Source: an optimization exercise on an open RTL-to-GDS flow (aim: small area, a short achievable clock period and few clock cycles). Production flows keep margins and buffers that such runs may drop. Where RTL was checked, it was by simulation tests only, not by an equivalence proof against the original. Power and IR drop assume default switching activity.

oak:
## openblt_transport
module openblt_transport (
    input  wire         clk,
    input  wire         rst,             
    input  wire         cmd_valid,
    output wire         cmd_ready,
    input  wire [15:0]  cmd,
    input  wire [31:0]  arg_len,
    input  wire         dbuf_we,
    input  wire [255:0] dbuf_wdata,      
    output reg  [1:0]   status,
    output wire [31:0]  result,
    output wire [7:0]   pkt_len,
    output wire [255:0] pkt_data,        
    input  wire [31:0]  now_ms,
    input  wire [31:0]  now_tick,
    output reg          pf_rx_req,
    input  wire         pf_rx_valid,
    input  wire [7:0]   pf_rx_data,
    output reg          pf_tx_valid,
    output wire [7:0]   pf_tx_data,
    input  wire         pf_tx_done,
    input  wire         pf_tx_ok,
    output reg          mb_rx_req,
    input  wire         mb_rx_valid,
    input  wire [7:0]   mb_rx_data,
    output reg          mb_tx_valid,
    output reg          mb_tx_last,
    output wire [7:0]   mb_tx_data,
    input  wire         mb_tx_done,
    input  wire         mb_tx_ok,
    output reg          mb_de
);
clock: 10.0 ns
lec_check: 0
cap_margin: 20
core_margin: 2
core_utilization: 60
cts_cluster_diameter: 80
cts_cluster_size: 30
slew_margin: 20
standard.sh (not shown) runs the stock make flow with config.mk's settings and CLKGATE_MAP_FILE= SYNTH_SCRIPT=/design/flow/synth_recipe.tcl, a recipe that flattens the netlist after the stock synthesis.
==> flow/flow/run.sh <==
#!/bin/bash
set -euo pipefail
export BUFFER_PORTS_ARGS="-buffer_cell sky130_fd_sc_hd__buf_1"
export SETUP_SLACK_MARGIN="${FLOW_SETUP_MARGIN:-6.6}"
bash standard.sh > standard.log 2>&1
Testbench counts of oak, summed over its fixed seeds: cycles 67,156.
> inputs changed (oak -> pine)
==> flow/flow/run.sh <==
#!/bin/bash
set -euo pipefail
export BUFFER_PORTS_ARGS="-buffer_cell sky130_fd_sc_hd__buf_1"
export SETUP_SLACK_MARGIN="${FLOW_SETUP_MARGIN:-7.2}"
bash standard.sh > standard.log 2>&1
diff --git a/flow/config.mk b/flow/config.mk
--- a/flow/config.mk
+++ b/flow/config.mk
@@ -9,3 +9,3 @@
 export CORE_MARGIN = 2
-export CORE_UTILIZATION = 60
+export CORE_UTILIZATION = 50
 export CTS_CLUSTER_DIAMETER = 80
[summary]
Cmp pine vs oak: die area higher in pine. oak has a higher post-route clock period utilization than pine. NOTE cell count oak->pine increased by a little under 10%. oak was routed with fewer vias than pine. Comparing pine and oak, the higher maximum number of pins on one net before global-route repair is on oak.
### pine -> birch
==> flow/flow/run.sh <==
#!/bin/bash
set -euo pipefail
export BUFFER_PORTS_ARGS="-buffer_cell sky130_fd_sc_hd__buf_1"
export SETUP_SLACK_MARGIN="${FLOW_SETUP_MARGIN:-6.4}"
bash standard.sh > standard.log 2>&1
==> results.txt <==
- Summary of birch over pine: share of layout cells above drive strength 1 lower; portion of total power attributed to combinational logic lower; final design area excluding fillers lower; count of clock-buffer cells in the layout lower.
- Looking at setup slack, birch sits 130 ps lower than pine does.
- birch vs. pine: final cycle utilization of the critical path increased 1.3 points, sum of internal, switching and leakage power now smaller, sequential share of the synthesized area closely matched the old numbers, worst setup timing slack at the placement stage went up 51 ps, fraction of cell area in non-clock buffers decreased 6.0 points.


Another version of the RTL of openblt_transport (not shown whole).
Size in the first run: roughly 720 I/O pins, roughly 52000 µm² of cells after synthesis.
Settings: LEC_CHECK=0, CAP_MARGIN=20, CORE_MARGIN=2, CORE_UTILIZATION=50, CTS_CLUSTER_DIAMETER=80, CTS_CLUSTER_SIZE=30, SLEW_MARGIN=20, SYNTH_HIERARCHICAL=1; clock period 10.0 ns.
==> flow/flow/run.sh <==
#!/bin/bash
set -euo pipefail
export BUFFER_PORTS_ARGS="-buffer_cell sky130_fd_sc_hd__buf_1"
export SETUP_SLACK_MARGIN="${FLOW_SETUP_MARGIN:-6.7}"
bash standard.sh > standard.log 2>&1
Testbench counts at the start, summed over its fixed seeds: cycles 67,156.
==> next run, changes <==
CORE_UTILIZATION = 60   (was 50)
CTS_CLUSTER_DIAMETER = 60   (was 80)
CTS_CLUSTER_SIZE = 20   (was 30)
SYNTH_HIERARCHICAL = not set   (was 1)
Result: Setup slack gets better by 300 ps. Die area is lower by about a fifth. Worst hold slack is worse by 10 ps.


Starting RTL as in the previous note.
==> flow/config.mk <==
export PLATFORM = sky130hd
export DESIGN_NAME = openblt_transport
export DESIGN_NICKNAME = openblt_transport
export VERILOG_FILES = /design/flow/design.v
export SDC_FILE = /design/flow/constraint.sdc
export NUM_CORES = 4
export LEC_CHECK = 0
export CAP_MARGIN = 20
export CORE_MARGIN = 2
export CORE_UTILIZATION = 60
export CTS_CLUSTER_DIAMETER = 80
export CTS_CLUSTER_SIZE = 30
export SLEW_MARGIN = 20
==> flow/constraint.sdc <==
create_clock -name core_clock -period 10.0 [get_ports {clk}]
set_input_delay 2.0000 -clock core_clock [delete_from_list [all_inputs] [get_ports {clk}]]
set_output_delay 2.0000 -clock core_clock [all_outputs]
set_load 0.01 [all_outputs]
Scripts as last shown in full above: flow/flow/run.sh
Testbench counts at the start, summed over its fixed seeds: cycles 67,156.
Change:
- SYNTH_HIERARCHICAL: not set -> 1
=> Power climbs slightly. Wire length stays flat. Die area stays flat. Final area rises slightly.


Another version of the RTL of openblt_transport (not shown whole).
Size in the first run: ~4,100 cells after synthesis, about 720 I/O pins.
Settings: LEC_CHECK=0, CAP_MARGIN=20, CORE_MARGIN=2, CORE_UTILIZATION=60, CTS_CLUSTER_DIAMETER=80, CTS_CLUSTER_SIZE=30, SLEW_MARGIN=20, SYNTH_HIERARCHICAL=1; clock period 10.0 ns.
Scripts as last shown in full above: flow/flow/run.sh
The starting point went through all stages and came out clean.
Change:
- CORE_UTILIZATION: 60 -> 50
Synthesized cell count is unchanged.
Final area is higher by about 2%.
Register-to-register slack improves by 0.08 ns.
Worst hold slack barely changes.
Count of clock-buffer cells in the layout is lower by 3.
Synthesized area does not change.
Power is higher by about 1.2%.
Via count is higher by about 0.5%.
Sequential power is about the same.
Die area is higher by about 20%.
Critical path depth is higher by 6.
No run of this note included a check of the RTL's function; only the layout flow was run.

## port drivers added, routing unchanged
How much do the figures lean on ideal ports? The routed layouts below were timed once more, with nothing changed but the port constraints.
Step 1 sets driving cells, clkbuf_16 on the clock port and buf_2 on the other inputs (assumed; they add their load-dependent delay and slew).
Step 2 also shifts input and output timing later by t, the mid clock arrival at the registers, as if the neighbouring blocks saw the same clock.
Three values: no drivers, after step 1, after step 2; two values: the first two.
| run | shift t [ns] | slack for setup (ns) | latest minus earliest clock arrival (ns) | worst data-port slew with drivers (ns) |
|---|---|---|---|---|
| oak | 0.718 | 6.570 / 6.563 / 5.898 | 0.034 / 0.035 | 0.12 |
| pine | 0.778 | 6.605 / 6.544 / 5.889 | 0.043 / 0.043 | 0.13 |
| birch | 0.753 | 6.471 / 6.432 / 5.738 | 0.038 / 0.038 | 0.14 |
| the first run of note 2 | 0.770 | 6.404 / 6.441 / 5.671 | 0.048 / 0.049 | 0.12 |
| the second run of note 2 | 0.734 | 6.700 / 6.647 / 5.990 | 0.052 / 0.052 | 0.20 |
| the first run of note 3 | 0.716 | 6.696 / 6.642 / 6.019 | 0.037 / 0.037 | 0.16 |
| the second run of note 3 | 0.740 | 6.463 / 6.406 / 5.763 | 0.032 / 0.033 | 0.13 |
| the first run of note 4 | 0.740 | 6.711 / 6.639 / 6.054 | 0.041 / 0.041 | 0.13 |
| the second run of note 4 | 0.785 | 6.684 / 6.654 / 5.961 | 0.052 / 0.052 | 0.15 |
After both steps setup and hold are still met in every run listed.
